Context: an optimization exercise on an open-source flow, tuned for small area, a short achievable clock period and few clock cycles. The choices shown serve that exercise and are no tape-out recipe.
Only simulation tests tie the RTL to the original design; equivalence was not proved.

$ cat design.v
module jel_fsel (
    input  wire        clk,
    input  wire        rst,           
    input  wire        qt_we,
    input  wire [5:0]  qt_addr,
    input  wire [15:0] qt_wdata,
    input  wire        cmd_valid,
    output wire        cmd_ready,
    input  wire        cmd_op,        
    input  wire [6:0]  cmd_arg,       
    input  wire [6:0]  cmd_pool,      
    input  wire [15:0] cmd_nlevels,   
    output reg         rsp_valid,
    output reg  [7:0]  rsp_code,      
    output reg  [6:0]  rsp_result,
    output reg  [6:0]  nfreqs,
    input  wire [5:0]  freq_addr,
    output reg  [5:0]  freq_data
);
    function [4:0] qcode8(input [7:0] q);
        case (q)
        8'd1: qcode8 = 5'd30;
        8'd2: qcode8 = 5'd29;
        8'd3: qcode8 = 5'd28;
        8'd4: qcode8 = 5'd27;
        8'd5: qcode8 = 5'd26;
        8'd6: qcode8 = 5'd25;
        8'd7: qcode8 = 5'd24;
        8'd8: qcode8 = 5'd23;
        8'd9: qcode8 = 5'd22;
        8'd10: qcode8 = 5'd21;
        8'd11: qcode8 = 5'd20;
        8'd12: qcode8 = 5'd19;
        8'd13: qcode8 = 5'd18;
        8'd14: qcode8 = 5'd17;
        8'd15: qcode8 = 5'd16;
        8'd16: qcode8 = 5'd15;
        8'd17: qcode8 = 5'd15;
        8'd18: qcode8 = 5'd14;
        8'd19: qcode8 = 5'd13;
        8'd20: qcode8 = 5'd12;
        8'd21: qcode8 = 5'd12;
        8'd22: qcode8 = 5'd11;
        8'd23: qcode8 = 5'd11;
        8'd24: qcode8 = 5'd10;
        8'd25: qcode8 = 5'd10;
        8'd26: qcode8 = 5'd9;
        8'd27: qcode8 = 5'd9;
        8'd28: qcode8 = 5'd9;
        8'd29: qcode8 = 5'd8;
        8'd30: qcode8 = 5'd8;
        8'd31: qcode8 = 5'd8;
        8'd32: qcode8 = 5'd7;
        8'd33: qcode8 = 5'd7;
        8'd34: qcode8 = 5'd7;
        8'd35: qcode8 = 5'd7;
        8'd36: qcode8 = 5'd7;
        8'd37: qcode8 = 5'd6;
        8'd38: qcode8 = 5'd6;
        8'd39: qcode8 = 5'd6;
        8'd40: qcode8 = 5'd6;
        8'd41: qcode8 = 5'd6;
        8'd42: qcode8 = 5'd6;
        8'd43: qcode8 = 5'd5;
        8'd44: qcode8 = 5'd5;
        8'd45: qcode8 = 5'd5;
        8'd46: qcode8 = 5'd5;
        8'd47: qcode8 = 5'd5;
        8'd48: qcode8 = 5'd5;
        8'd49: qcode8 = 5'd5;
        8'd50: qcode8 = 5'd5;
        8'd51: qcode8 = 5'd5;
        8'd52: qcode8 = 5'd4;
        8'd53: qcode8 = 5'd4;
        8'd54: qcode8 = 5'd4;
        8'd55: qcode8 = 5'd4;
        8'd56: qcode8 = 5'd4;
        8'd57: qcode8 = 5'd4;
        8'd58: qcode8 = 5'd4;
        8'd59: qcode8 = 5'd4;
        8'd60: qcode8 = 5'd4;
        8'd61: qcode8 = 5'd4;
        8'd62: qcode8 = 5'd4;
        8'd63: qcode8 = 5'd4;
        8'd64: qcode8 = 5'd3;
        8'd65: qcode8 = 5'd3;
        8'd66: qcode8 = 5'd3;
        8'd67: qcode8 = 5'd3;
        8'd68: qcode8 = 5'd3;
        8'd69: qcode8 = 5'd3;
        8'd70: qcode8 = 5'd3;
        8'd71: qcode8 = 5'd3;
        8'd72: qcode8 = 5'd3;
        8'd73: qcode8 = 5'd3;
        8'd74: qcode8 = 5'd3;
        8'd75: qcode8 = 5'd3;
        8'd76: qcode8 = 5'd3;
        8'd77: qcode8 = 5'd3;
        8'd78: qcode8 = 5'd3;
        8'd79: qcode8 = 5'd3;
        8'd80: qcode8 = 5'd3;
        8'd81: qcode8 = 5'd3;
        8'd82: qcode8 = 5'd3;
        8'd83: qcode8 = 5'd3;
        8'd84: qcode8 = 5'd3;
        8'd85: qcode8 = 5'd3;
        8'd86: qcode8 = 5'd2;
        8'd87: qcode8 = 5'd2;
        8'd88: qcode8 = 5'd2;
        8'd89: qcode8 = 5'd2;
        8'd90: qcode8 = 5'd2;
        8'd91: qcode8 = 5'd2;
        8'd92: qcode8 = 5'd2;
        8'd93: qcode8 = 5'd2;
        8'd94: qcode8 = 5'd2;
        8'd95: qcode8 = 5'd2;
        8'd96: qcode8 = 5'd2;
        8'd97: qcode8 = 5'd2;
        8'd98: qcode8 = 5'd2;
        8'd99: qcode8 = 5'd2;
        8'd100: qcode8 = 5'd2;
        8'd101: qcode8 = 5'd2;
        8'd102: qcode8 = 5'd2;
        8'd103: qcode8 = 5'd2;
        8'd104: qcode8 = 5'd2;
        8'd105: qcode8 = 5'd2;
        8'd106: qcode8 = 5'd2;
        8'd107: qcode8 = 5'd2;
        8'd108: qcode8 = 5'd2;
        8'd109: qcode8 = 5'd2;
        8'd110: qcode8 = 5'd2;
        8'd111: qcode8 = 5'd2;
        8'd112: qcode8 = 5'd2;
        8'd113: qcode8 = 5'd2;
        8'd114: qcode8 = 5'd2;
        8'd115: qcode8 = 5'd2;
        8'd116: qcode8 = 5'd2;
        8'd117: qcode8 = 5'd2;
        8'd118: qcode8 = 5'd2;
        8'd119: qcode8 = 5'd2;
        8'd120: qcode8 = 5'd2;
        8'd121: qcode8 = 5'd2;
        8'd122: qcode8 = 5'd2;
        8'd123: qcode8 = 5'd2;
        8'd124: qcode8 = 5'd2;
        8'd125: qcode8 = 5'd2;
        8'd126: qcode8 = 5'd2;
        8'd127: qcode8 = 5'd2;
        8'd128: qcode8 = 5'd1;
        8'd129: qcode8 = 5'd1;
        8'd130: qcode8 = 5'd1;
        8'd131: qcode8 = 5'd1;
        8'd132: qcode8 = 5'd1;
        8'd133: qcode8 = 5'd1;
        8'd134: qcode8 = 5'd1;
        8'd135: qcode8 = 5'd1;
        8'd136: qcode8 = 5'd1;
        8'd137: qcode8 = 5'd1;
        8'd138: qcode8 = 5'd1;
        8'd139: qcode8 = 5'd1;
        8'd140: qcode8 = 5'd1;
        8'd141: qcode8 = 5'd1;
        8'd142: qcode8 = 5'd1;
        8'd143: qcode8 = 5'd1;
        8'd144: qcode8 = 5'd1;
        8'd145: qcode8 = 5'd1;
        8'd146: qcode8 = 5'd1;
        8'd147: qcode8 = 5'd1;
        8'd148: qcode8 = 5'd1;
        8'd149: qcode8 = 5'd1;
        8'd150: qcode8 = 5'd1;
        8'd151: qcode8 = 5'd1;
        8'd152: qcode8 = 5'd1;
        8'd153: qcode8 = 5'd1;
        8'd154: qcode8 = 5'd1;
        8'd155: qcode8 = 5'd1;
        8'd156: qcode8 = 5'd1;
        8'd157: qcode8 = 5'd1;
        8'd158: qcode8 = 5'd1;
        8'd159: qcode8 = 5'd1;
        8'd160: qcode8 = 5'd1;
        8'd161: qcode8 = 5'd1;
        8'd162: qcode8 = 5'd1;
        8'd163: qcode8 = 5'd1;
        8'd164: qcode8 = 5'd1;
        8'd165: qcode8 = 5'd1;
        8'd166: qcode8 = 5'd1;
        8'd167: qcode8 = 5'd1;
        8'd168: qcode8 = 5'd1;
        8'd169: qcode8 = 5'd1;
        8'd170: qcode8 = 5'd1;
        8'd171: qcode8 = 5'd1;
        8'd172: qcode8 = 5'd1;
        8'd173: qcode8 = 5'd1;
        8'd174: qcode8 = 5'd1;
        8'd175: qcode8 = 5'd1;
        8'd176: qcode8 = 5'd1;
        8'd177: qcode8 = 5'd1;
        8'd178: qcode8 = 5'd1;
        8'd179: qcode8 = 5'd1;
        8'd180: qcode8 = 5'd1;
        8'd181: qcode8 = 5'd1;
        8'd182: qcode8 = 5'd1;
        8'd183: qcode8 = 5'd1;
        8'd184: qcode8 = 5'd1;
        8'd185: qcode8 = 5'd1;
        8'd186: qcode8 = 5'd1;
        8'd187: qcode8 = 5'd1;
        8'd188: qcode8 = 5'd1;
        8'd189: qcode8 = 5'd1;
        8'd190: qcode8 = 5'd1;
        8'd191: qcode8 = 5'd1;
        8'd192: qcode8 = 5'd1;
        8'd193: qcode8 = 5'd1;
        8'd194: qcode8 = 5'd1;
        8'd195: qcode8 = 5'd1;
        8'd196: qcode8 = 5'd1;
        8'd197: qcode8 = 5'd1;
        8'd198: qcode8 = 5'd1;
        8'd199: qcode8 = 5'd1;
        8'd200: qcode8 = 5'd1;
        8'd201: qcode8 = 5'd1;
        8'd202: qcode8 = 5'd1;
        8'd203: qcode8 = 5'd1;
        8'd204: qcode8 = 5'd1;
        8'd205: qcode8 = 5'd1;
        8'd206: qcode8 = 5'd1;
        8'd207: qcode8 = 5'd1;
        8'd208: qcode8 = 5'd1;
        8'd209: qcode8 = 5'd1;
        8'd210: qcode8 = 5'd1;
        8'd211: qcode8 = 5'd1;
        8'd212: qcode8 = 5'd1;
        8'd213: qcode8 = 5'd1;
        8'd214: qcode8 = 5'd1;
        8'd215: qcode8 = 5'd1;
        8'd216: qcode8 = 5'd1;
        8'd217: qcode8 = 5'd1;
        8'd218: qcode8 = 5'd1;
        8'd219: qcode8 = 5'd1;
        8'd220: qcode8 = 5'd1;
        8'd221: qcode8 = 5'd1;
        8'd222: qcode8 = 5'd1;
        8'd223: qcode8 = 5'd1;
        8'd224: qcode8 = 5'd1;
        8'd225: qcode8 = 5'd1;
        8'd226: qcode8 = 5'd1;
        8'd227: qcode8 = 5'd1;
        8'd228: qcode8 = 5'd1;
        8'd229: qcode8 = 5'd1;
        8'd230: qcode8 = 5'd1;
        8'd231: qcode8 = 5'd1;
        8'd232: qcode8 = 5'd1;
        8'd233: qcode8 = 5'd1;
        8'd234: qcode8 = 5'd1;
        8'd235: qcode8 = 5'd1;
        8'd236: qcode8 = 5'd1;
        8'd237: qcode8 = 5'd1;
        8'd238: qcode8 = 5'd1;
        8'd239: qcode8 = 5'd1;
        8'd240: qcode8 = 5'd1;
        8'd241: qcode8 = 5'd1;
        8'd242: qcode8 = 5'd1;
        8'd243: qcode8 = 5'd1;
        8'd244: qcode8 = 5'd1;
        8'd245: qcode8 = 5'd1;
        8'd246: qcode8 = 5'd1;
        8'd247: qcode8 = 5'd1;
        8'd248: qcode8 = 5'd1;
        8'd249: qcode8 = 5'd1;
        8'd250: qcode8 = 5'd1;
        8'd251: qcode8 = 5'd1;
        8'd252: qcode8 = 5'd1;
        8'd253: qcode8 = 5'd1;
        8'd254: qcode8 = 5'd1;
        8'd255: qcode8 = 5'd1;
        default: qcode8 = 5'd30;
        endcase
    endfunction
    function [4:0] ncode8(input [7:0] n);
        case (n)
        8'd0: ncode8 = 5'd0;
        8'd1: ncode8 = 5'd1;
        8'd2: ncode8 = 5'd2;
        8'd3: ncode8 = 5'd3;
        8'd4: ncode8 = 5'd4;
        8'd5: ncode8 = 5'd5;
        8'd6: ncode8 = 5'd6;
        8'd7: ncode8 = 5'd7;
        8'd8: ncode8 = 5'd8;
        8'd9: ncode8 = 5'd9;
        8'd10: ncode8 = 5'd10;
        8'd11: ncode8 = 5'd11;
        8'd12: ncode8 = 5'd12;
        8'd13: ncode8 = 5'd13;
        8'd14: ncode8 = 5'd14;
        8'd15: ncode8 = 5'd15;
        8'd16: ncode8 = 5'd16;
        8'd17: ncode8 = 5'd16;
        8'd18: ncode8 = 5'd17;
        8'd19: ncode8 = 5'd18;
        8'd20: ncode8 = 5'd19;
        8'd21: ncode8 = 5'd19;
        8'd22: ncode8 = 5'd20;
        8'd23: ncode8 = 5'd20;
        8'd24: ncode8 = 5'd21;
        8'd25: ncode8 = 5'd21;
        8'd26: ncode8 = 5'd22;
        8'd27: ncode8 = 5'd22;
        8'd28: ncode8 = 5'd22;
        8'd29: ncode8 = 5'd23;
        8'd30: ncode8 = 5'd23;
        8'd31: ncode8 = 5'd23;
        8'd32: ncode8 = 5'd24;
        8'd33: ncode8 = 5'd24;
        8'd34: ncode8 = 5'd24;
        8'd35: ncode8 = 5'd24;
        8'd36: ncode8 = 5'd24;
        8'd37: ncode8 = 5'd25;
        8'd38: ncode8 = 5'd25;
        8'd39: ncode8 = 5'd25;
        8'd40: ncode8 = 5'd25;
        8'd41: ncode8 = 5'd25;
        8'd42: ncode8 = 5'd25;
        8'd43: ncode8 = 5'd26;
        8'd44: ncode8 = 5'd26;
        8'd45: ncode8 = 5'd26;
        8'd46: ncode8 = 5'd26;
        8'd47: ncode8 = 5'd26;
        8'd48: ncode8 = 5'd26;
        8'd49: ncode8 = 5'd26;
        8'd50: ncode8 = 5'd26;
        8'd51: ncode8 = 5'd26;
        8'd52: ncode8 = 5'd27;
        8'd53: ncode8 = 5'd27;
        8'd54: ncode8 = 5'd27;
        8'd55: ncode8 = 5'd27;
        8'd56: ncode8 = 5'd27;
        8'd57: ncode8 = 5'd27;
        8'd58: ncode8 = 5'd27;
        8'd59: ncode8 = 5'd27;
        8'd60: ncode8 = 5'd27;
        8'd61: ncode8 = 5'd27;
        8'd62: ncode8 = 5'd27;
        8'd63: ncode8 = 5'd27;
        8'd64: ncode8 = 5'd28;
        8'd65: ncode8 = 5'd28;
        8'd66: ncode8 = 5'd28;
        8'd67: ncode8 = 5'd28;
        8'd68: ncode8 = 5'd28;
        8'd69: ncode8 = 5'd28;
        8'd70: ncode8 = 5'd28;
        8'd71: ncode8 = 5'd28;
        8'd72: ncode8 = 5'd28;
        8'd73: ncode8 = 5'd28;
        8'd74: ncode8 = 5'd28;
        8'd75: ncode8 = 5'd28;
        8'd76: ncode8 = 5'd28;
        8'd77: ncode8 = 5'd28;
        8'd78: ncode8 = 5'd28;
        8'd79: ncode8 = 5'd28;
        8'd80: ncode8 = 5'd28;
        8'd81: ncode8 = 5'd28;
        8'd82: ncode8 = 5'd28;
        8'd83: ncode8 = 5'd28;
        8'd84: ncode8 = 5'd28;
        8'd85: ncode8 = 5'd28;
        8'd86: ncode8 = 5'd29;
        8'd87: ncode8 = 5'd29;
        8'd88: ncode8 = 5'd29;
        8'd89: ncode8 = 5'd29;
        8'd90: ncode8 = 5'd29;
        8'd91: ncode8 = 5'd29;
        8'd92: ncode8 = 5'd29;
        8'd93: ncode8 = 5'd29;
        8'd94: ncode8 = 5'd29;
        8'd95: ncode8 = 5'd29;
        8'd96: ncode8 = 5'd29;
        8'd97: ncode8 = 5'd29;
        8'd98: ncode8 = 5'd29;
        8'd99: ncode8 = 5'd29;
        8'd100: ncode8 = 5'd29;
        8'd101: ncode8 = 5'd29;
        8'd102: ncode8 = 5'd29;
        8'd103: ncode8 = 5'd29;
        8'd104: ncode8 = 5'd29;
        8'd105: ncode8 = 5'd29;
        8'd106: ncode8 = 5'd29;
        8'd107: ncode8 = 5'd29;
        8'd108: ncode8 = 5'd29;
        8'd109: ncode8 = 5'd29;
        8'd110: ncode8 = 5'd29;
        8'd111: ncode8 = 5'd29;
        8'd112: ncode8 = 5'd29;
        8'd113: ncode8 = 5'd29;
        8'd114: ncode8 = 5'd29;
        8'd115: ncode8 = 5'd29;
        8'd116: ncode8 = 5'd29;
        8'd117: ncode8 = 5'd29;
        8'd118: ncode8 = 5'd29;
        8'd119: ncode8 = 5'd29;
        8'd120: ncode8 = 5'd29;
        8'd121: ncode8 = 5'd29;
        8'd122: ncode8 = 5'd29;
        8'd123: ncode8 = 5'd29;
        8'd124: ncode8 = 5'd29;
        8'd125: ncode8 = 5'd29;
        8'd126: ncode8 = 5'd29;
        8'd127: ncode8 = 5'd29;
        8'd128: ncode8 = 5'd30;
        8'd129: ncode8 = 5'd30;
        8'd130: ncode8 = 5'd30;
        8'd131: ncode8 = 5'd30;
        8'd132: ncode8 = 5'd30;
        8'd133: ncode8 = 5'd30;
        8'd134: ncode8 = 5'd30;
        8'd135: ncode8 = 5'd30;
        8'd136: ncode8 = 5'd30;
        8'd137: ncode8 = 5'd30;
        8'd138: ncode8 = 5'd30;
        8'd139: ncode8 = 5'd30;
        8'd140: ncode8 = 5'd30;
        8'd141: ncode8 = 5'd30;
        8'd142: ncode8 = 5'd30;
        8'd143: ncode8 = 5'd30;
        8'd144: ncode8 = 5'd30;
        8'd145: ncode8 = 5'd30;
        8'd146: ncode8 = 5'd30;
        8'd147: ncode8 = 5'd30;
        8'd148: ncode8 = 5'd30;
        8'd149: ncode8 = 5'd30;
        8'd150: ncode8 = 5'd30;
        8'd151: ncode8 = 5'd30;
        8'd152: ncode8 = 5'd30;
        8'd153: ncode8 = 5'd30;
        8'd154: ncode8 = 5'd30;
        8'd155: ncode8 = 5'd30;
        8'd156: ncode8 = 5'd30;
        8'd157: ncode8 = 5'd30;
        8'd158: ncode8 = 5'd30;
        8'd159: ncode8 = 5'd30;
        8'd160: ncode8 = 5'd30;
        8'd161: ncode8 = 5'd30;
        8'd162: ncode8 = 5'd30;
        8'd163: ncode8 = 5'd30;
        8'd164: ncode8 = 5'd30;
        8'd165: ncode8 = 5'd30;
        8'd166: ncode8 = 5'd30;
        8'd167: ncode8 = 5'd30;
        8'd168: ncode8 = 5'd30;
        8'd169: ncode8 = 5'd30;
        8'd170: ncode8 = 5'd30;
        8'd171: ncode8 = 5'd30;
        8'd172: ncode8 = 5'd30;
        8'd173: ncode8 = 5'd30;
        8'd174: ncode8 = 5'd30;
        8'd175: ncode8 = 5'd30;
        8'd176: ncode8 = 5'd30;
        8'd177: ncode8 = 5'd30;
        8'd178: ncode8 = 5'd30;
        8'd179: ncode8 = 5'd30;
        8'd180: ncode8 = 5'd30;
        8'd181: ncode8 = 5'd30;
        8'd182: ncode8 = 5'd30;
        8'd183: ncode8 = 5'd30;
        8'd184: ncode8 = 5'd30;
        8'd185: ncode8 = 5'd30;
        8'd186: ncode8 = 5'd30;
        8'd187: ncode8 = 5'd30;
        8'd188: ncode8 = 5'd30;
        8'd189: ncode8 = 5'd30;
        8'd190: ncode8 = 5'd30;
        8'd191: ncode8 = 5'd30;
        8'd192: ncode8 = 5'd30;
        8'd193: ncode8 = 5'd30;
        8'd194: ncode8 = 5'd30;
        8'd195: ncode8 = 5'd30;
        8'd196: ncode8 = 5'd30;
        8'd197: ncode8 = 5'd30;
        8'd198: ncode8 = 5'd30;
        8'd199: ncode8 = 5'd30;
        8'd200: ncode8 = 5'd30;
        8'd201: ncode8 = 5'd30;
        8'd202: ncode8 = 5'd30;
        8'd203: ncode8 = 5'd30;
        8'd204: ncode8 = 5'd30;
        8'd205: ncode8 = 5'd30;
        8'd206: ncode8 = 5'd30;
        8'd207: ncode8 = 5'd30;
        8'd208: ncode8 = 5'd30;
        8'd209: ncode8 = 5'd30;
        8'd210: ncode8 = 5'd30;
        8'd211: ncode8 = 5'd30;
        8'd212: ncode8 = 5'd30;
        8'd213: ncode8 = 5'd30;
        8'd214: ncode8 = 5'd30;
        8'd215: ncode8 = 5'd30;
        8'd216: ncode8 = 5'd30;
        8'd217: ncode8 = 5'd30;
        8'd218: ncode8 = 5'd30;
        8'd219: ncode8 = 5'd30;
        8'd220: ncode8 = 5'd30;
        8'd221: ncode8 = 5'd30;
        8'd222: ncode8 = 5'd30;
        8'd223: ncode8 = 5'd30;
        8'd224: ncode8 = 5'd30;
        8'd225: ncode8 = 5'd30;
        8'd226: ncode8 = 5'd30;
        8'd227: ncode8 = 5'd30;
        8'd228: ncode8 = 5'd30;
        8'd229: ncode8 = 5'd30;
        8'd230: ncode8 = 5'd30;
        8'd231: ncode8 = 5'd30;
        8'd232: ncode8 = 5'd30;
        8'd233: ncode8 = 5'd30;
        8'd234: ncode8 = 5'd30;
        8'd235: ncode8 = 5'd30;
        8'd236: ncode8 = 5'd30;
        8'd237: ncode8 = 5'd30;
        8'd238: ncode8 = 5'd30;
        8'd239: ncode8 = 5'd30;
        8'd240: ncode8 = 5'd30;
        8'd241: ncode8 = 5'd30;
        8'd242: ncode8 = 5'd30;
        8'd243: ncode8 = 5'd30;
        8'd244: ncode8 = 5'd30;
        8'd245: ncode8 = 5'd30;
        8'd246: ncode8 = 5'd30;
        8'd247: ncode8 = 5'd30;
        8'd248: ncode8 = 5'd30;
        8'd249: ncode8 = 5'd30;
        8'd250: ncode8 = 5'd30;
        8'd251: ncode8 = 5'd30;
        8'd252: ncode8 = 5'd30;
        8'd253: ncode8 = 5'd30;
        8'd254: ncode8 = 5'd30;
        8'd255: ncode8 = 5'd30;
        endcase
    endfunction
    function ge5(input [4:0] a, input [4:0] b);
        integer n;
        begin
            ge5 = 1'b1;
            for (n = 0; n < 5; n = n + 1)
                ge5 = (a[n] & ~b[n]) | ((a[n] | ~b[n]) & ge5);
        end
    endfunction
    function ge6(input [6:0] a, input [5:0] b);
        integer n;
        begin
            ge6 = 1'b1;
            for (n = 0; n < 6; n = n + 1)
                ge6 = (a[n] & ~b[n]) | ((a[n] | ~b[n]) & ge6);
            ge6 = ge6 | a[6];
        end
    endfunction
    reg  [4:0] code [0:63];
    wire       wr_nz = qt_we && (qt_wdata != 16'd0);
    wire [4:0] wcode = (qt_wdata[15:8] != 8'd0) ? 5'd0 : qcode8(qt_wdata[7:0]);
    wire [4:0] wdat = wcode | {5{rst}};
    integer i, b;
    always @(posedge clk) begin
        for (i = 0; i < 64; i = i + 1)
            if (rst || (wr_nz && qt_addr == i[5:0]))
                code[i] <= wdat;
    end
    reg [63:0] unwr;
    always @* begin
        for (i = 0; i < 64; i = i + 1)
            unwr[i] = &code[i];
    end
    wire loaded = ~|unwr;
    assign cmd_ready = 1'b1;
    wire acc = cmd_valid && !rst;
    wire [4:0] nthr = (cmd_nlevels[15:8] != 8'd0) ? 5'd31 : ncode8(cmd_nlevels[7:0]);
    wire q_epos  = (cmd_arg > 7'd63);
    wire s_epool = (cmd_pool > 7'd64);
    wire e_pos   = !cmd_op && q_epos;
    wire e_pool  = cmd_op && s_epool;
    wire e_unl   = !(cmd_op ? s_epool : q_epos) && !loaded;
    wire sel_ok  = cmd_op && !s_epool && loaded;
    reg [7:0] adec_hi, adec_lo;
    reg [4:0] qcode, qoct;
    always @* begin
        for (i = 0; i < 8; i = i + 1) begin
            adec_hi[i] = (cmd_arg[5:3] == i[2:0]);
            adec_lo[i] = (cmd_arg[2:0] == i[2:0]);
        end
        qcode = 5'd0;
        for (i = 0; i < 8; i = i + 1) begin
            qoct = 5'd0;
            for (b = 0; b < 8; b = b + 1)
                qoct = qoct | ({5{adec_lo[b]}} & code[8*i+b]);
            qcode = qcode | ({5{adec_hi[i]}} & qoct);
        end
    end
    reg        r_sel, r_qual, r_epos, r_epool, r_eunl;
    reg [4:0]  sthr;     
    reg [6:0]  pool;
    always @(posedge clk) begin
        rsp_valid <= acc;
        if (acc) begin
            r_sel   <= sel_ok;
            r_qual  <= !cmd_op && !q_epos && loaded && ge5(qcode, nthr);
            r_epos  <= e_pos;
            r_epool <= e_pool;
            r_eunl  <= e_unl;
        end
        if (acc && cmd_op && !s_epool)
            sthr <= nthr;
        if (rst || wr_nz)
            pool <= 7'd0;
        else if (acc && sel_ok)
            pool <= cmd_pool;
    end
    reg [63:0] mask;
    always @* begin
        for (i = 0; i < 64; i = i + 1)
            mask[i] = ge5(code[i], sthr);
    end
    function [3:0] cnt8(input [7:0] m);
        reg a0, a1, b0, b1, c0, c1, d0, d1, e0, e1, f0, f1;
        begin
            a0 = m[0] ^ m[1] ^ m[2];  a1 = (m[0] & m[1]) | (m[2] & (m[0] | m[1]));
            b0 = m[3] ^ m[4] ^ m[5];  b1 = (m[3] & m[4]) | (m[5] & (m[3] | m[4]));
            c0 = m[6] ^ m[7];         c1 = m[6] & m[7];
            d0 = a0 ^ b0 ^ c0;        d1 = (a0 & b0) | (c0 & (a0 | b0));
            e0 = a1 ^ b1 ^ c1;        e1 = (a1 & b1) | (c1 & (a1 | b1));
            f0 = e0 ^ d1;             f1 = e0 & d1;
            cnt8 = {e1 & f1, e1 ^ f1, f0, d0};
        end
    endfunction
    reg [3:0] g8 [0:7];
    reg [4:0] s76, s54, s32, s10;
    reg [5:0] o8 [0:7];
    reg [6:0] total;
    always @* begin
        for (i = 0; i < 8; i = i + 1)
            g8[i] = cnt8(mask[8*i +: 8]);
        s76 = g8[7] + g8[6];
        s54 = g8[5] + g8[4];
        s32 = g8[3] + g8[2];
        s10 = g8[1] + g8[0];
        o8[7] = 6'd0;
        o8[6] = g8[7];
        o8[5] = s76;
        o8[4] = s76 + g8[5];
        o8[3] = s76 + s54;
        o8[2] = o8[3] + g8[3];
        o8[1] = o8[3] + s32;
        o8[0] = o8[1] + g8[1];
        total = o8[3] + (s32 + s10);
    end
    wire [6:0] nsel = (total < pool) ? total : pool;
    always @* begin
        nfreqs     = nsel;
        rsp_code   = {3'b000, r_epos | r_epool | r_eunl, r_epos, r_eunl,
                      r_epool | r_eunl, r_epos | r_epool | r_eunl};
        rsp_result = r_sel ? nsel : {6'd0, r_qual};
    end
    reg [7:0] lt;        
    reg [7:0] osel;      
    reg [2:0] oidx;
    reg [7:0] om;
    reg [2:0] oo, r, lpos;
    reg [2:0] lc;
    always @* begin
        for (i = 0; i < 8; i = i + 1)
            lt[i] = !ge6({1'b0, freq_addr}, o8[i]);
        for (i = 0; i < 8; i = i + 1)
            osel[i] = (i == 0 ? 1'b1 : lt[i-1]) & !lt[i];
        oidx = 3'd0;
        om   = 8'd0;
        oo   = 3'd0;
        for (i = 0; i < 8; i = i + 1) begin
            oidx = oidx | ({3{osel[i]}} & i[2:0]);
            om   = om   | ({8{osel[i]}} & mask[8*i +: 8]);
            oo   = oo   | ({3{osel[i]}} & o8[i][2:0]);
        end
        r    = freq_addr[2:0] - oo;
        lc   = 3'd0;
        lpos = 3'd0;
        for (b = 7; b >= 0; b = b - 1) begin
            if (om[b] && lc == r) lpos = lpos | b[2:0];
            lc = lc + om[b];
        end
        freq_data = {oidx, lpos};
    end
endmodule
$ cat flow/run.sh
#!/bin/bash
# Layout flow: the standard flow (standard.sh) with
#  - a longer ABC mapping script (flow/abc_speed.script) in synthesis; the
#    rest of synthesis, and so every register, is as standard,
#  - buf_2 cells as the port buffers,
#  - timing repair aiming for extra setup slack.
set -euo pipefail
rm -rf scripts_abc
cp -r "$FLOW_HOME/scripts" scripts_abc
cp flow/abc_speed.script scripts_abc/abc_speed.script
export SCRIPTS_DIR="$PWD/scripts_abc"
export BUFFER_PORTS_ARGS="-buffer_cell sky130_fd_sc_hd__buf_2"
export SETUP_SLACK_MARGIN=17
bash standard.sh > standard.log 2>&1
$ cat flow/abc_speed.script
strash
&get -n
&st
&syn2
&synch2
&dch -f
&nf -R 1000
&put
topo
stime -c
buffer -c
upsize -c
dnsize -c
$ cat standard.sh
#!/bin/bash
# synth_recipe.tcl (not shown) runs the flow's synth.tcl, then flattens the netlist and writes it again
# the make line also repeats each setting of config.mk as NAME=value (left out here)
make -C /OpenROAD-flow-scripts/flow DESIGN_CONFIG=/design/flow/config.mk WORK_HOME=/design/flow/orfs CLKGATE_MAP_FILE= SYNTH_SCRIPT=/design/flow/synth_recipe.tcl "${@:-finish}"
$ cat config.mk
export PLATFORM = sky130hd
export DESIGN_NAME = jel_fsel
export DESIGN_NICKNAME = jel_fsel
export VERILOG_FILES = /design/flow/design.v
export SDC_FILE = /design/flow/constraint.sdc
export NUM_CORES = 4
export LEC_CHECK = 0
export CAP_MARGIN = 20
export CORE_MARGIN = 2
export CORE_UTILIZATION = 40
export CTS_BUF_LIST = sky130_fd_sc_hd__clkbuf_4
export SLEW_MARGIN = 20
$ cat constraint.sdc
create_clock -name core_clock -period 35.0 [get_ports {clk}]
set_input_delay 7.0000 -clock core_clock [delete_from_list [all_inputs] [get_ports {clk}]]
set_output_delay 7.0000 -clock core_clock [all_outputs]
set_load 0.01 [all_outputs]
==> flow_metrics.py, run 1 <==
metrics = {
    "floorplanning": {
        "die_w_um": 236,
        "ioPinCount": 93,
        "coreArea_um2": 52900,
        "initial_core_util_pct": 40.7,
        "rows": 84,
        "die_area_um2": 55600,
        "die_y_um": 236,
    },
    "synth": {
        "synth_edf_count": 330,
        "synth_cell_types": 70,
        "synth_top_area_cell": "edfxtp_1",
        "synth_warnings": 4,
        "yosysMostFrequentCell": "edfxtp_1",
        "synth_top_area_share_pct": 46.1,
        "async_reset_ff_share_pct": 0,
        "ys_ff_latch": 338,
        "syn_area_per_cell_um2": 11.5,
        "syn_area_um2": 21500,
        "ys_top_cells_by_area": "edfxtp_1 (46%), maj3_1 (11%), fa_1 (5.0%)",
        "synth_ff_type": "edfxtp_1",
        "netlist_instances": 1878,
        "ys_seq_area_share_pct": 46.8,
        "netlist_top_cells_count": "edfxtp_1 (330), maj3_1 (239), inv_1 (105), a21oi_1 (92), a21o_1 (84)",
    },
    "drt": {
        "routedWlPerCell_um": 27.4,
        "first_pass_iters": 8,
        "wl_mm": 76.1,
        "drc": 0,
        "vias_per_cell": 6.23,
        "vias": 17300,
        "drtAntennaViolNets": 0,
        "first_iter_violations": 2394,
    },
    "clocking": {
        "clockBufferDepth": 3,
        "insertion_delay_ns": 0.87,
        "cts-buffers-inserted": 92,
        "clockRootBuffer": "clkbuf_4",
        "ctsHtreeMaxLevel": 3,
        "numClockSinks": 338,
        "clk_pin_slew_ns": 0.07,
        "cts_tree": "yes",
    },
    "setup_path": {
        "critPathKind": "input port to primary output",
        "cp-startpoint": "freq_addr[0]",
        "critPathArrivalTime_ns": 11.75,
        "startpoint_type": "input port",
        "cp-end-kind": "primary output",
        "required_ns": 28.00,
        "timing.rr.start": "code[51][1]",
        "critPathMaxFanout": 5,
    },
    "layout": {
        "final_cell_area_um2": 24600,
        "area_growth_pct": 14.5,
        "drive_above_1_share_pct": 19.4,
        "nets": 2215,
    },
    "sta": {
        "finalMaxSlewViolations": 0,
        "max_freq_mhz": 53.3,
        "setup_viol": 0,
        "finalClockSkew_ns": 0.0642,
        "post-route-min-period_ns": 18.75,
        "hold_viol": 0,
        "setup_tns_ns": 0,
        "rsz0062_at_grt": "true",
        "worstMarginPinSlew_ns": 1.25,
        "slew_headroom_pct": 16.2,
        "post-route-period-util_pct": 53.6,
    },
    "min_path": {
        "holdCritStartpoint": "pool[1]",
        "min_path_type": "flip-flop to flip-flop",
    },
    "flow_run": {
        "maxCapViolCount": 0,
    },
    "placed_design": {
        "gp_congestion": 0.967,
        "dp_hpwl_mm": 52.6,
        "place.port_buffers": 88,
        "dpl_cell_area_um2": 22800,
    },
    "global_routing": {
        "grt_antenna_before_repair": 6,
        "grt_max_degree": 75,
        "grt_usage_pct": 26.9,
        "grt_pass1_vias": 16900,
        "grt_pass1_wl_mm": 111,
        "gr-total-overflow": 0,
    },
    "status": {
        "status": "no timing/DRC/antenna violations",
    },
}
per-layer routing:
metal  routed length, um  share of wire [%]  track usage (%)
met1               30000                 39             35.0
met2               34200                 45             41.9
met3                8080                 11             6.95
met4                3820                5.0             12.4
met5                  27              0.035                0
critical path, cell delays in order:
cell and delay [ns]:
buf_12 0.11, nor2b_4 0.11, maj3_2 0.19, o21ai_2 0.05
maj3_2 0.29, maj3_2 0.30, maj3_2 0.34, nor2b_4 0.16
nor2b_4 0.16, a221oi_4 0.22, nand3_2 0.17, inv_2 0.11
fa_1 0.44, inv_1 0.08, ha_2 0.16, inv_2 0.03
fa_1 0.53, inv_2 0.06, ha_4 0.28, ha_4 0.20
xnor2_2 0.13, a2111oi_2 0.33, a211o_1 0.16, buf_2 0.13
flip-flops by register name, indices dropped and copies added, names as in the netlist:
| signal | cells |
|---|---|
| r_eunl | 1 |
| pool | 7 |
| sthr | 5 |
| r_epos | 1 |
| r_sel | 1 |
| r_qual | 1 |
| code | 320 |
| r_epool | 1 |
| rsp_valid | 1 |
repair_timing:
action | in CTS | in global routing
setup buffers | 16 | 20
cloned | 2 | 2
gates resized for setup | 59 | 25
setup endpoints to repair | 3 | 3
hold buffers | 0 | 0
pin swaps | 21 | 23
placed cells by master (no fill, tap or decap), types with 24 or more instances in the layout:
| cell | netlist | final |
|---|---|---|
| a222oi_1 | 62 | 62 |
| clkbuf_4 | 0 | 134 |
| a22oi_1 | 56 | 56 |
| nor2_1 | 69 | 65 |
| ha_1 | 76 | 70 |
| nand2b_1 | 77 | 75 |
| o21ai_0 | 40 | 38 |
| and3_1 | 42 | 41 |
| fa_1 | 54 | 50 |
| a21oi_1 | 92 | 88 |
| o22ai_1 | 30 | 30 |
| maj3_1 | 239 | 233 |
| nand2_1 | 66 | 64 |
| edfxtp_1 | 330 | 330 |
| buf_4 | 9 | 55 |
| buf_2 | 3 | 85 |
| nand3_1 | 83 | 81 |
| inv_1 | 105 | 92 |
| a21o_1 | 84 | 84 |
| a221oi_1 | 28 | 24 |
final timing paths:
path	to	slack (ns)	cells after the start
setup / recovery	freq_data[0]	16.25	24
hold / removal	pool[1]	0.50	2
setup reg to reg	pool[3]	30.72	10
hold reg to reg	pool[1]	0.50	2
through the flow:
stage,std cells,utilization [%],hold WS (ns),setup slack (ns)
2_1_floorplan,1880,-,0.462,16.64
6_report,2781,46.6,0.505,16.25
3_5_place_dp,2576,43.0,0.496,15.43
4_1_cts,2755,46.0,0.505,16.25
5_1_grt,2780,46.6,0.536,16.02
3_3_place_gp,2576,43.0,0.492,15.31
kinds of logic (layout without fill, tap and decap cells):
logic type	Yosys count	after routing	synth area share, %
xor+xnor	43	43	1.87
simple gates	442	442	11.0
buf+inv	215	423	3.96
mux	3	3	0.151
other cells	2	8	0.0349
fa+ha+maj	376	377	20.9
compound gates	459	459	15.2
flops	338	338	46.8
final cells by class:
cell class / instances / area [um2]
Antenna cell: 4 / 10.0
Clock buffer: 134 / 1010
Clock inverter: 27 / 125
Fill cell: 4928 / 28200
Inverter: 107 / 412
Multi-Input combinational cell: 1328 / 11000
Sequential cell: 338 / 10100
Tap cell: 688 / 861
Timing Repair Buffer: 155 / 1110
Testbench counts, summed over its fixed seeds: cycles 768.
==> run 2, diff against run 1 <==
--- a/design.v
+++ b/design.v
@@ -662,8 +662,9 @@
     reg [7:0] osel;      
     reg [2:0] oidx;
     reg [7:0] om;
-    reg [2:0] oo, r, lpos;
-    reg [2:0] lc;
+    reg [2:0] oo, lpos;
+    reg [7:0] rk, kh, oh;
+    reg [7:0] th [0:7];
     always @* begin
         for (i = 0; i < 8; i = i + 1)
             lt[i] = !ge6({1'b0, freq_addr}, o8[i]);
@@ -677,13 +678,21 @@
             om   = om   | ({8{osel[i]}} & mask[8*i +: 8]);
             oo   = oo   | ({3{osel[i]}} & o8[i][2:0]);
         end
-        r    = freq_addr[2:0] - oo;
-        lc   = 3'd0;
-        lpos = 3'd0;
-        for (b = 7; b >= 0; b = b - 1) begin
-            if (om[b] && lc == r) lpos = lpos | b[2:0];
-            lc = lc + om[b];
+        for (b = 0; b < 8; b = b + 1) begin
+            kh[b] = (freq_addr[2:0] == b[2:0]);
+            oh[b] = (oo == b[2:0]);
+        end
+        for (b = 0; b < 8; b = b + 1) begin
+            rk[b] = 1'b0;
+            for (i = 0; i < 8; i = i + 1)
+                rk[b] = rk[b] | (kh[i] & oh[(i - b) & 7]);
         end
+        th[7] = 8'd0;
+        for (b = 6; b >= 0; b = b - 1)
+            th[b] = th[b+1] | ({th[b+1][6:0], 1'b1} & {8{om[b+1]}});
+        lpos = 3'd0;
+        for (b = 0; b < 8; b = b + 1)
+            if (om[b] && |(rk & {th[b][6:0], 1'b1} & ~th[b])) lpos = lpos | b[2:0];
         freq_data = {oidx, lpos};
     end
 endmodule
==> run 2 against run 1 <==
- still clean
- non-clock buffer count down 8
- count of clock-buffer cells in the layout down 11
- die area up 1.8%
- clock skew down 0.0077 ns
- synthesized cell count up 6.7%
- first-iteration DRC count up 14%
==> flow_metrics.py, run 2 <==
metrics = {
    "synth": {
        "yosysMostFrequentCell": "edfxtp_1",
        "synth_warnings": 5,
        "synth_ff_type": "edfxtp_1",
        "ys_seq_area_share_pct": 46.0,
        "async_reset_ff_share_pct": 0,
        "synth_edf_count": 330,
        "ys_ff_latch": 338,
        "synthXorXnorAreaFrac_pct": 1.21,
        "ys_top_cells_by_area": "edfxtp_1 (45%), maj3_1 (7.7%), fa_1 (4.7%)",
        "synth-simple-area-share_pct": 14.1,
        "muxShareOfSynthArea_pct": 0.434,
        "netlist_top_cells_count": "edfxtp_1 (330), nand2_1 (226), maj3_1 (168), inv_1 (102), a21oi_1 (91)",
        "synth-adder-area-share_pct": 19.9,
        "synth_cell_types": 82,
        "synth_top_family_by_area": "adder cells",
        "synth_top_area_cell": "edfxtp_1",
        "synth-compound-area-share_pct": 14.3,
        "syn_area_um2": 21900,
        "netlist_instances": 2004,
        "syn_area_per_cell_um2": 10.9,
        "synth_top_area_share_pct": 45.3,
    },
    "setup_path": {
        "rr_worst_depth": 11,
        "path_delay_family": "adder cells",
        "critPathKind": "input port to primary output",
        "r2r_end": "pool[3]",
        "path_common_cell": "maj3_2",
        "cp-end-kind": "primary output",
        "cp_slowest_cell": "maj3_2",
        "required_ns": 28.00,
        "critPathMaxFanout": 7,
        "critPathArrivalTime_ns": 10.94,
        "timing.rr.start": "code[24][0]",
        "rrSetupSlack_ns": 31.53,
        "startpoint_type": "input port",
        "crit_buf_inv": 5,
        "crit_path_max_incr_delay_ns": 0.43,
        "path_cells": "buf_12 > clkinv_8 > a22o_1 > o21ai_2 > maj3_2 > maj3_2 > maj3_2 > maj3_2 > a221oi_2 > nand4_1 > buf_6 > buf_4 > nor2_2 > nand2_1 > o21ai_2 > o21ai_2 > nor2b_1 > a21oi_1 > a22o_1 > nand3_1 > nand2_1 > nand3_1 > buf_2",
    },
    "floorplanning": {
        "initial_core_util_pct": 40.6,
        "die_w_um": 238,
        "die_y_um": 238,
        "rows": 85,
        "coreArea_um2": 53900,
        "die_area_um2": 56600,
        "ioPinCount": 93,
    },
    "clocking": {
        "clk_pin_slew_ns": 0.07,
        "cts_tree": "yes",
        "cts_hold_buf": 0,
        "ctsHtreeMaxLevel": 3,
        "numClockSinks": 338,
        "clockBufferDepth": 3,
        "cts-buffers-inserted": 86,
        "clockRootBuffer": "clkbuf_4",
        "insertion_delay_ns": 0.84,
    },
    "global_routing": {
        "grt_max_degree": 76,
        "grt_pass1_vias": 17800,
        "gr-total-overflow": 0,
        "grt_antenna_before_repair": 1,
        "grt_pass1_wl_mm": 114,
        "grt_usage_pct": 27.0,
    },
    "placed_design": {
        "gp_congestion": 0.937,
        "dp_hpwl_mm": 52.9,
        "place.port_buffers": 88,
    },
    "min_path": {
        "holdPathEnd": "pool[1]",
        "hold_depth": 2,
        "holdCritStartpoint": "pool[1]",
        "min_path_type": "flip-flop to flip-flop",
    },
    "layout": {
        "nets": 2316,
        "top_register": "code",
        "area_growth_pct": 13.8,
        "drive_above_1_share_pct": 21.0,
        "layout_common_cells": "edfxtp_1 (330), nand2_1 (223), maj3_1 (167)",
        "top_regs": "code (320), pool (7), sthr (5)",
        "final_common_cell": "edfxtp_1",
        "largest_reg_flops": 320,
    },
    "drt": {
        "drc": 0,
        "routedWlPerCell_um": 26.8,
        "vias_per_cell": 6.29,
        "first_pass_iters": 10,
        "wl_mm": 77.7,
        "drtAntennaViolNets": 0,
        "vias": 18200,
        "first_iter_violations": 2732,
    },
    "sta": {
        "finalClockSkew_ns": 0.0565,
        "hold_viol": 0,
        "post-route-period-util_pct": 51.3,
        "post-route-min-period_ns": 17.94,
        "worstMarginPinSlew_ns": 1.27,
        "max_freq_mhz": 55.7,
        "finalMaxSlewViolations": 0,
        "rsz0062_at_grt": "true",
        "setup_viol": 0,
        "setup_tns_ns": 0,
        "slew_headroom_pct": 14.8,
    },
    "status": {
        "status": "no timing/DRC/antenna violations",
    },
    "flow_run": {
        "maxCapViolCount": 0,
    },
}
## run 2: how the worst max path moves through the flow
stage / startpoint / end / slack (ns) / depth (start not counted)
global route: sthr[1] / freq_data[1] / 16.87 / 36
detailed placement: freq_addr[1] / freq_data[1] / 16.34 / 19
finish: freq_addr[1] / freq_data[0] / 17.06 / 23
floorplan: freq_addr[1] / freq_data[0] / 17.62 / 20
global placement: freq_addr[1] / freq_data[1] / 16.41 / 19
CTS: freq_addr[1] / freq_data[0] / 17.01 / 21
## run 2: cells by family (layout without fill, tap and decap cells)
family / Yosys count / in the layout
AOI/OAI and AO/OA: 433 / 433
xor gates and xnor gates: 28 / 28
adders and majority gates: 358 / 359
buffers and inverters: 217 / 411
DFF: 338 / 338
muxes: 9 / 9
other: 2 / 5
and+or+nand+nor: 619 / 619
## run 2: area by class of cell
type                    count  area (um2)
fillers                  5021       29000
flip-flops and latches    338       10100
diodes                      1        2.50
repair inverters            1        8.76
clock buffers             123         923
inverters                 109         454
repair buffers            147        1040
multi-input cells        1452       11300
clock inverters            31         213
well taps                 696         871
## run 2: tightest hold or removal path: stages (launching register included)
cell and delay, ns:
dfxtp_1 0.30, inv_1 0.09, a211oi_1 0.07
## run 2: routing by layer
| layer | GRT usage (%) | vias up | wire (um) |
|---|---|---|---|
| li1 | - | 7928 | - |
| met1 | 35.5 | 8925 | 30400 |
| met2 | 43.4 | 1144 | 35700 |
| met3 | 4.93 | 217 | 7960 |
| met4 | 12.5 | 0 | 3670 |
| met5 | 0 | - | 0 |
## run 2: timing repair
action                                  in CTS  in global routing
setup buffers                               14                 18
gates resized for setup                     49                 47
endpoints found under the setup margin       3                  3
pin swaps                                    7                 25
gates cloned                                 2                  3
## run 2: metrics by stage
step / cell area, um2 / util, % / hold WS (ns) / setup slack [ns] / std cells
after floorplan: 21900 / - / 0.462 / 17.62 / 2006
after global placement: 23000 / 42.7 / 0.495 / 16.41 / 2706
after detailed placement: 23000 / 42.7 / 0.498 / 16.34 / 2706
after CTS: 24500 / 45.4 / 0.512 / 17.01 / 2876
after global routing: 24900 / 46.2 / 0.541 / 16.87 / 2898
final: 24900 / 46.2 / 0.507 / 17.06 / 2898
Testbench counts of run 2, summed over its fixed seeds: cycles 768.
==> run 3, diff against run 2 <==
==> flow/run.sh (replaced) <==
#!/bin/bash
# Layout flow: the standard flow (standard.sh) with
#  - a longer ABC mapping script (flow/abc_speed.script) in synthesis; the
#    rest of synthesis, and so every register, is as standard,
#  - buf_2 cells as the port buffers,
#  - clock tree synthesis without dummy loads at the leaves,
#  - timing repair aiming for extra setup slack.
set -euo pipefail
rm -rf scripts_abc
cp -r "$FLOW_HOME/scripts" scripts_abc
cp flow/abc_speed.script scripts_abc/abc_speed.script
export SCRIPTS_DIR="$PWD/scripts_abc"
export BUFFER_PORTS_ARGS="-buffer_cell sky130_fd_sc_hd__buf_2"
export CTS_ARGS="-sink_clustering_enable -repair_clock_nets -buf_list sky130_fd_sc_hd__clkbuf_4 -dont_use_dummy_load"
export SETUP_SLACK_MARGIN=18.5
bash standard.sh > standard.log 2>&1
==> run 3 against run 2 <==
- hold slack got worse by 0.0033 ns
- largest cell class unchanged
- count of clock-buffer cells in the layout fell by 33
- final cell count fell by 1.6%
- flip-flop and latch count unchanged
==> flow_metrics.py, run 3 <==
metrics = {
    "status": {
        "status": "no timing/DRC/antenna violations",
    },
    "sta": {
        "slew_headroom_pct": 19.6,
        "hold_viol": 0,
        "rsz0062_at_grt": "true",
        "finalMaxSlewViolations": 0,
        "post-route-min-period_ns": 17.89,
        "layout_setup_ws_ns": 17.11,
        "setup_viol": 0,
        "finalClockSkew_ns": 0.0653,
        "post-route-period-util_pct": 51.1,
        "worstMarginPinSlew_ns": 1.19,
        "max_freq_mhz": 55.9,
        "setup_tns_ns": 0,
    },
    "floorplanning": {
        "die_y_um": 238,
        "coreArea_um2": 53900,
        "ioPinCount": 93,
        "die_area_um2": 56600,
        "initial_core_util_pct": 40.6,
        "rows": 85,
        "die_w_um": 238,
    },
    "drt": {
        "drc": 0,
        "vias": 18000,
        "first_iter_violations": 2696,
        "drtAntennaViolNets": 0,
        "first_pass_iters": 7,
        "wl_mm": 77.3,
        "routedWlPerCell_um": 27.1,
        "vias_per_cell": 6.33,
    },
    "clocking": {
        "clk_pin_slew_ns": 0.06,
        "numClockSinks": 338,
        "ctsHtreeMaxLevel": 3,
        "cts_tree": "yes",
        "insertion_delay_ns": 0.84,
        "cts-buffers-inserted": 90,
        "clockRootBuffer": "clkbuf_4",
        "clockBufferDepth": 3,
        "cts_hold_buf": 0,
    },
    "layout": {
        "utilization_pct": 45.8,
        "drive_above_1_share_pct": 21.2,
        "top_register": "code",
        "top_regs": "code (320), pool (7), sthr (5)",
        "nets": 2337,
        "largest_reg_flops": 320,
        "area_growth_pct": 12.7,
        "final_common_cell": "edfxtp_1",
        "fill_cells": 4930,
        "layout_common_cells": "edfxtp_1 (330), nand2_1 (219), maj3_1 (165)",
    },
    "global_routing": {
        "grt_pass1_vias": 17400,
        "grt_usage_pct": 26.7,
        "gr-total-overflow": 0,
        "grt_max_degree": 65,
        "grt_pass1_wl_mm": 112,
        "grt_antenna_before_repair": 1,
    },
    "synth": {
        "synth_cell_types": 82,
        "synth_ff_type": "edfxtp_1",
        "synth-compound-area-share_pct": 14.3,
        "ys_ff_latch": 338,
        "synth_edf_count": 330,
        "ys_seq_area_share_pct": 46.0,
        "muxShareOfSynthArea_pct": 0.434,
        "ys_top_cells_by_area": "edfxtp_1 (45%), maj3_1 (7.7%), fa_1 (4.7%)",
        "synth_top_area_share_pct": 45.3,
        "syn_area_um2": 21900,
        "synth-simple-area-share_pct": 14.1,
        "synthXorXnorAreaFrac_pct": 1.21,
        "synth_warnings": 5,
        "netlist_top_cells_count": "edfxtp_1 (330), nand2_1 (226), maj3_1 (168), inv_1 (102), a21oi_1 (91)",
        "synth-adder-area-share_pct": 19.9,
        "async_reset_ff_share_pct": 0,
        "yosysMostFrequentCell": "edfxtp_1",
        "synth_top_area_cell": "edfxtp_1",
        "syn_area_per_cell_um2": 10.9,
        "netlist_instances": 2004,
        "synth_top_family_by_area": "adder cells",
    },
    "setup_path": {
        "critPathArrivalTime_ns": 10.89,
        "critPathMaxFanout": 7,
        "critPathKind": "input port to primary output",
        "required_ns": 28.00,
        "cp-end-kind": "primary output",
        "startpoint_type": "input port",
    },
    "placed_design": {
        "gp_congestion": 0.941,
        "place.port_buffers": 88,
        "dp_slack_ns": 16.46,
        "dp_hpwl_mm": 52.6,
    },
    "min_path": {
        "min_path_type": "flip-flop to flip-flop",
    },
    "flow_run": {
        "maxCapViolCount": 0,
    },
}
==> run 3: cells by family after synthesis <==
kind of cell | count (synthesis)
XOR/XNOR | 28
other | 2
adder cells (fa/ha/maj) | 358
AO/OA/AOI/OAI | 433
flip-flops | 338
buffers and inverters | 217
AND/OR/NAND/NOR | 619
multiplexers | 9
==> run 3: area by class of cell <==
| cell class | instances | area (um2) | area share [%] |
|---|---|---|---|
| timing repair buffer | 164 | 1160 | 4.70 |
| antenna | 1 | 2.50 | 0.0101 |
| tap | 696 | 871 | 3.53 |
| multi-input combinational | 1452 | 11500 | 46.4 |
| timing repair inverter | 1 | 7.51 | 0.0304 |
| sequential | 338 | 10100 | 40.8 |
| clock buffer | 90 | 676 | 2.74 |
| inverter | 109 | 443 | 1.79 |
==> run 3: worst paths after layout <==
| check | start | end | slack [ns] | depth (start not counted) |
|---|---|---|---|---|
| setup / recovery | freq_addr[1] | freq_data[1] | 17.11 | 20 |
| hold reg to reg | pool[1] | pool[1] | 0.50 | 2 |
| setup reg to reg | code[24][0] | pool[4] | 31.56 | 12 |
| hold / removal | pool[1] | pool[1] | 0.50 | 2 |
==> run 3: stage by stage <==
stage	instances	area (um2)	hold slack, ns
after floorplan	2006	22000	0.462
final	2851	24700	0.503
after global placement	2705	23000	0.492
after global routing	2851	24700	0.528
after CTS	2825	24300	0.506
after detailed placement	2705	23000	0.495
==> run 3: metal layers <==
layer  wire (um)  track usage, %  up-vias
met5           0               0        -
met4        3720            12.4        0
met3        9160            6.99      245
met2       35100            42.0     1219
met1       29400            34.5     8663
li1            -               -     7915
==> run 3: timing repair <==
item / CTS / global route
pin swaps: 27 / 42
gates cloned: 4 / 1
endpoints found under the setup margin: 19 / 19
setup buffers: 26 / 24
gates resized for setup: 75 / 49
==> run 3: critical path, stage by stage <==
cell       delay (ns)
buf_12           0.12
clkinv_8         0.04
a22o_1           0.15
o21ai_2          0.05
maj3_2           0.29
maj3_2           0.30
maj3_2           0.34
maj3_4           0.43
and2b_2          0.30
a22oi_2          0.09
nand4_1          0.28
buf_6            0.18
nand2_2          0.06
o22ai_2          0.16
a21oi_4          0.10
and2b_2          0.22
a22o_1           0.26
o31ai_4          0.21
o2111ai_2        0.12
buf_2            0.16
==> run 4, diff against run 3 <==
--- a/config.mk
+++ b/config.mk
@@ -7,6 +7,7 @@
 export LEC_CHECK = 0
 export CAP_MARGIN = 20
 export CORE_MARGIN = 2
-export CORE_UTILIZATION = 40
+export CORE_UTILIZATION = 65
 export CTS_BUF_LIST = sky130_fd_sc_hd__clkbuf_4
+export PLACE_DENSITY = 0.85
 export SLEW_MARGIN = 20
==> run 4 against run 3 <==
- non-clock buffer count down 12
- area after synthesis stayed put
- flip-flop and latch count stayed put
- still clean on timing, DRC and antenna
- via count is 4.2% higher
- final cell count down 9.3%
- critical path type unchanged
- hold slack lost 0.0075 ns
==> flow_metrics.py, run 4 <==
metrics = {
    "layout": {
        "top_regs": "code (320), pool (7), sthr (5)",
        "area_growth_pct": 10.9,
        "utilization_pct": 72.8,
        "drive_above_1_share_pct": 20.3,
        "nets": 2319,
        "top_register": "code",
        "largest_reg_flops": 320,
        "final_common_cell": "edfxtp_1",
        "layout_common_cells": "edfxtp_1 (330), nand2_1 (220), maj3_1 (165)",
    },
    "synth": {
        "synth_cell_types": 82,
        "ys_ff_latch": 338,
        "synth_edf_count": 330,
        "synth_ff_type": "edfxtp_1",
        "synth_top_area_share_pct": 45.3,
        "synth_warnings": 5,
        "netlist_instances": 2004,
        "netlist_top_cells_count": "edfxtp_1 (330), nand2_1 (226), maj3_1 (168), inv_1 (102), a21oi_1 (91)",
        "ys_top_cells_by_area": "edfxtp_1 (45%), maj3_1 (7.7%), fa_1 (4.7%)",
        "syn_area_um2": 21900,
        "syn_area_per_cell_um2": 10.9,
        "synth_top_area_cell": "edfxtp_1",
        "yosysMostFrequentCell": "edfxtp_1",
        "async_reset_ff_share_pct": 0,
        "ys_seq_area_share_pct": 46.0,
    },
    "status": {
        "status": "no timing/DRC/antenna violations",
    },
    "global_routing": {
        "gr-total-overflow": 0,
        "grt_usage_pct": 40.2,
        "grt_max_degree": 76,
        "grt_pass1_wl_mm": 107,
        "grt_pass1_vias": 18000,
        "grt_antenna_before_repair": 2,
    },
    "floorplanning": {
        "coreArea_um2": 33400,
        "ioPinCount": 93,
        "die_w_um": 188,
        "die_area_um2": 35200,
        "die_y_um": 188,
        "initial_core_util_pct": 65.6,
        "rows": 67,
    },
    "drt": {
        "vias": 18800,
        "routedWlPerCell_um": 27.8,
        "first_pass_iters": 13,
        "first_iter_violations": 3442,
        "drtAntennaViolNets": 0,
        "vias_per_cell": 7.27,
        "drc": 0,
        "wl_mm": 71.8,
    },
    "setup_path": {
        "critPathArrivalTime_ns": 10.80,
        "critPathKind": "input port to primary output",
        "crit_path_max_incr_delay_ns": 0.43,
        "path_cells": "buf_12 > inv_8 > a22o_1 > o21ai_2 > maj3_2 > maj3_2 > maj3_2 > maj3_4 > and2b_2 > a22oi_2 > nand4_4 > nand2_2 > and2b_2 > a21oi_4 > and2b_2 > a22o_1 > o31ai_2 > o2111ai_2 > buf_2",
        "required_ns": 28.00,
        "critPathMaxFanout": 7,
        "startpoint_type": "input port",
        "cp_slowest_cell": "maj3_4",
        "cp-end-kind": "primary output",
    },
    "sta": {
        "setup_viol": 0,
        "finalClockSkew_ns": 0.0726,
        "worstMarginPinSlew_ns": 1.14,
        "post-route-min-period_ns": 17.80,
        "rsz0062_at_grt": "true",
        "slew_headroom_pct": 23.7,
        "finalMaxSlewViolations": 0,
        "max_freq_mhz": 56.2,
        "hold_viol": 0,
        "post-route-period-util_pct": 50.9,
        "setup_tns_ns": 0,
    },
    "min_path": {
        "min_path_type": "flip-flop to flip-flop",
    },
    "clocking": {
        "numClockSinks": 338,
        "insertion_delay_ns": 0.70,
        "cts_tree": "yes",
        "cts-buffers-inserted": 85,
        "ctsHtreeMaxLevel": 3,
        "cts_hold_buf": 0,
        "clockRootBuffer": "clkbuf_4",
        "clk_pin_slew_ns": 0.06,
        "clockBufferDepth": 3,
    },
    "placed_design": {
        "gp_congestion": 0.996,
        "place.port_buffers": 88,
        "dp_hpwl_mm": 47.9,
    },
    "flow_run": {
        "maxCapViolCount": 0,
    },
}
==> run 4: cell counts after synthesis <==
Identical to the previous run, type by type.
==> run 4: cell type report <==
type | instances | area (um2)
Fill cell | 2327 | 9080
Tap cell | 448 | 561
Clock buffer | 85 | 638
Sequential cell | 338 | 10100
Timing Repair Buffer | 152 | 1070
Inverter | 109 | 455
Multi-Input combinational cell | 1452 | 11500
Antenna cell | 2 | 5.00
==> run 4: through the flow <==
step / cells / cell area (um2) / hold WS [ns] / setup slack [ns]
6_report: 2586 / 24300 / 0.496 / 17.20
5_1_grt: 2585 / 24300 / 0.520 / 17.10
4_1_cts: 2573 / 23900 / 0.497 / 17.24
3_5_place_dp: 2460 / 22700 / 0.489 / 16.69
3_3_place_gp: 2459 / 22700 / 0.487 / 16.73
2_1_floorplan: 2006 / 22000 / 0.462 / 17.64
==> run 4: logic make-up after synthesis <==
kind of cell	count (synthesis)	share of synthesized area, %
compound gates	433	14.3
xor+xnor	28	1.21
simple gates	619	14.1
fa+ha+maj	358	19.9
other cells	2	0.0343
mux	9	0.434
buf+inv	217	4.10
flops	338	46.0
==> run 4: layer usage <==
metal / up-vias / wire (um) / GRT usage, %
li1: 7893 / - / -
met1: 8741 / 24000 / 50.0
met2: 1736 / 31300 / 62.5
met3: 424 / 10800 / 12.0
met4: 0 / 5670 / 23.8
met5: - / 0 / 0
==> run 4: worst max-delay path: cells and delay by family <==
family / cells / cell delay (ns)
AO/OA/AOI/OAI: 7 / 0.91
adder cells (fa/ha/maj): 4 / 1.37
buffers and inverters: 3 / 0.32
AND/OR/NAND/NOR: 5 / 1.19
==> run 4: repair_timing <==
item                                    in CTS  in global routing
endpoints found under the setup margin      19                 19
pin swaps                                   21                 39
setup buffers                               25                 10
gates cloned                                 3                  1
resized for setup                           64                 58
==> run 4: final timing paths <==
check | slack [ns] | start | endpoint | cells after the start
worst min register to register | 0.50 | pool[6] | pool[6] | 2
worst max-delay path | 17.20 | freq_addr[1] | freq_data[1] | 19
worst min-delay path | 0.50 | pool[6] | pool[6] | 2
worst max register to register | 31.69 | code[0][1] | r_qual | 12
==> run 5, diff against run 4 <==
--- a/flow/run.sh
+++ b/flow/run.sh
@@ -11,6 +11,6 @@
 cp flow/abc_speed.script scripts_abc/abc_speed.script
 export SCRIPTS_DIR="$PWD/scripts_abc"
 export BUFFER_PORTS_ARGS="-buffer_cell sky130_fd_sc_hd__buf_2"
-export CTS_ARGS="-sink_clustering_enable -repair_clock_nets -buf_list sky130_fd_sc_hd__clkbuf_4 -dont_use_dummy_load"
+export CTS_ARGS="-sink_clustering_enable -repair_clock_nets -buf_list sky130_fd_sc_hd__clkbuf_8 -sink_clustering_size 14 -sink_clustering_max_diameter 50 -dont_use_dummy_load"
 export SETUP_SLACK_MARGIN=18.5
 bash standard.sh > standard.log 2>&1
--- a/config.mk
+++ b/config.mk
@@ -7,7 +7,8 @@
 export LEC_CHECK = 0
 export CAP_MARGIN = 20
 export CORE_MARGIN = 2
-export CORE_UTILIZATION = 65
-export CTS_BUF_LIST = sky130_fd_sc_hd__clkbuf_4
-export PLACE_DENSITY = 0.85
+export CORE_UTILIZATION = 60
+export CTS_BUF_LIST = sky130_fd_sc_hd__clkbuf_8
+export CTS_CLUSTER_DIAMETER = 50
+export CTS_CLUSTER_SIZE = 14
 export SLEW_MARGIN = 20
==> run 5 against run 4 <==
- still clean on timing, DRC and antenna
- synthesized cell count unchanged
- cell area shrank 0.17%
- routed wire length up 3.4%
- final cell count is 1.2% lower
- global-route usage down 1.7 points
- count of clock-buffer cells in the layout fell by 48
- critical path depth up 3
- critical path type unchanged
- largest cell class unchanged
==> flow_metrics.py, run 5 <==
metrics = {
    "floorplanning": {
        "die_w_um": 195,
        "rows": 69,
        "initial_core_util_pct": 61.3,
        "ioPinCount": 93,
        "die_y_um": 195,
        "coreArea_um2": 35700,
        "die_area_um2": 38000,
    },
    "setup_path": {
        "crit_path_max_incr_delay_ns": 0.43,
        "critPathMaxFanout": 8,
        "critPathKind": "input port to primary output",
        "cp-end-kind": "primary output",
        "required_ns": 28.00,
        "critPathArrivalTime_ns": 10.83,
        "rr_worst_depth": 12,
        "cp_slowest_cell": "maj3_4",
        "startpoint_type": "input port",
        "path_cells": "buf_12 > inv_8 > a22o_1 > o21ai_2 > maj3_2 > maj3_2 > maj3_2 > maj3_4 > buf_6 > a221oi_2 > nand4_1 > buf_6 > nor2b_4 > and2b_2 > a21oi_4 > and2b_1 > a21oi_1 > a22o_1 > nand3_1 > nand2_1 > nand3_2 > buf_6",
    },
    "sta": {
        "max_freq_mhz": 56.1,
        "holdWs_ns": 0.504,
        "hold_viol": 0,
        "slew_headroom_pct": 17.7,
        "finalClockSkew_ns": 0.0372,
        "rsz0062_at_grt": "true",
        "setup_viol": 0,
        "finalMaxSlewViolations": 0,
        "layout_setup_ws_ns": 17.17,
        "worstMarginPinSlew_ns": 1.22,
        "post-route-period-util_pct": 50.9,
        "setup_tns_ns": 0,
        "post-route-min-period_ns": 17.83,
    },
    "synth": {
        "syn_area_um2": 21900,
        "netlist_instances": 2004,
        "synth_edf_count": 330,
        "netlist_top_cells_count": "edfxtp_1 (330), nand2_1 (226), maj3_1 (168), inv_1 (102), a21oi_1 (91)",
        "synth_cell_types": 82,
        "syn_area_per_cell_um2": 10.9,
        "yosysMostFrequentCell": "edfxtp_1",
        "synth_top_area_share_pct": 45.3,
        "synth_ff_type": "edfxtp_1",
        "synth_top_area_cell": "edfxtp_1",
        "async_reset_ff_share_pct": 0,
        "synth_warnings": 5,
        "ys_seq_area_share_pct": 46.0,
        "ys_ff_latch": 338,
        "ys_top_cells_by_area": "edfxtp_1 (45%), maj3_1 (7.7%), fa_1 (4.7%)",
    },
    "placed_design": {
        "gp_congestion": 0.986,
        "place.port_buffers": 88,
        "dp_slack_ns": 16.57,
        "dp_hpwl_mm": 50.5,
    },
    "drt": {
        "vias": 18000,
        "drc": 0,
        "wl_mm": 74.2,
        "drtAntennaViolNets": 0,
        "first_iter_violations": 2944,
        "first_pass_iters": 11,
        "vias_per_cell": 7.05,
        "routedWlPerCell_um": 29.0,
    },
    "global_routing": {
        "busiest_layer": "met2",
        "grt_pass1_vias": 17200,
        "grt_pass1_wl_mm": 109,
        "use_met2_pct": 61.2,
        "grt_max_degree": 68,
        "gr-total-overflow": 0,
        "grt_use_met1_pct": 50.5,
        "use_met3_pct": 8.08,
        "grt_usage_pct": 38.5,
        "grt_antenna_before_repair": 1,
    },
    "clocking": {
        "ctsHtreeMaxLevel": 2,
        "insertion_delay_ns": 0.56,
        "numClockSinks": 338,
        "cts_tree": "yes",
        "clockRootBuffer": "clkbuf_8",
        "clockBufferDepth": 3,
        "clk_pin_slew_ns": 0.07,
        "cts-buffers-inserted": 37,
    },
    "layout": {
        "top_regs": "code (320), pool (7), sthr (5)",
        "area_growth_pct": 10.7,
        "antenna_cells": 0,
        "layout_common_cells": "edfxtp_1 (330), nand2_1 (218), maj3_1 (166)",
        "largest_reg_flops": 320,
        "final_common_cell": "edfxtp_1",
        "nets": 2277,
        "drive_above_1_share_pct": 18.4,
        "top_register": "code",
    },
    "min_path": {
        "hold_depth": 2,
        "min_path_type": "flip-flop to flip-flop",
    },
    "flow_run": {
        "maxCapViolCount": 0,
    },
    "status": {
        "status": "no timing/DRC/antenna violations",
    },
}
[run 5: worst max-delay path: cells and delay by family]
kind / cells / cell delay [ns]
compound gates: 6 / 0.93
fa+ha+maj: 4 / 1.37
simple gates: 7 / 0.96
buf+inv: 5 / 0.58
[run 5: layout make-up]
class	count	area, um2
Inverter	109	434
Tap cell	461	577
Sequential cell	338	10100
Multi-Input combinational cell	1452	11500
Fill cell	2754	11500
Clock buffer	37	509
Timing Repair Buffer	158	1180
[run 5: timing repair]
item	CTS	global route
resized for setup	62	61
endpoints found under the setup margin	19	19
pin swaps	19	31
cloned	4	1
buffers inserted	22	21
hold buffers	0	0
[run 5: metal layers]
metal	routed length, um	up-vias
met5	13	-
met4	4810	2
met3	9040	270
met2	33200	1339
met1	27100	8641
li1	-	7769
[run 5: metrics by stage]
stage	cells	util (%)	cell area (um2)
final	2555	67.8	24200
after global routing	2555	67.8	24200
after CTS	2533	66.5	23800
after detailed placement	2470	63.6	22700
after global placement	2470	63.6	22700
after floorplan	2006	-	22000
[run 5: worst paths after layout]
| check | slack (ns) | from | to |
|---|---|---|---|
| setup / recovery | 17.17 | freq_addr[1] | freq_data[0] |
| hold / removal | 0.50 | pool[4] | pool[4] |
| setup reg to reg | 31.57 | code[24][0] | pool[0] |
| hold reg to reg | 0.50 | pool[4] | pool[4] |
[run 5: cells by family after synthesis]
group | after synthesis | share of synthesized area, %
adder cells (fa/ha/maj) | 358 | 19.9
AO/OA/AOI/OAI | 433 | 14.3
buffers and inverters | 217 | 4.10
other | 2 | 0.0343
flip-flops | 338 | 46.0
multiplexers | 9 | 0.434
XOR/XNOR | 28 | 1.21
AND/OR/NAND/NOR | 619 | 14.1

==> static timing again, ports no longer ideal <==
How much do the figures lean on ideal ports? The routed layouts below were timed once more, with nothing changed but the port constraints. Step 1, drivers: a clkbuf_16 drives clk and a buf_2 each remaining input, both assumed. Step 2 also shifts input and output timing later by t, the mid clock arrival at the registers, as if the neighbouring blocks saw the same clock. a / b / c = ideal / step 1 / step 2; a / b = the first two.
| run | t, ns | slack for setup (ns) | worst setup path after step 2 |
|---|---|---|---|
| run 1 | 0.881 | 16.252 / 16.204 / 16.204 | input to output |
| run 2 | 0.865 | 17.062 / 17.011 / 17.011 | input to output |
| run 3 | 0.843 | 17.106 / 17.057 / 17.057 | input to output |
| run 4 | 0.735 | 17.199 / 17.145 / 17.145 | input to output |
| run 5 | 0.601 | 17.170 / 17.121 / 17.121 | input to output |
After both steps setup and hold are still met in every run listed. The setup slack of run 4, which loses most, moves by -0.054 ns with the drivers and by -0.054 ns with both steps.
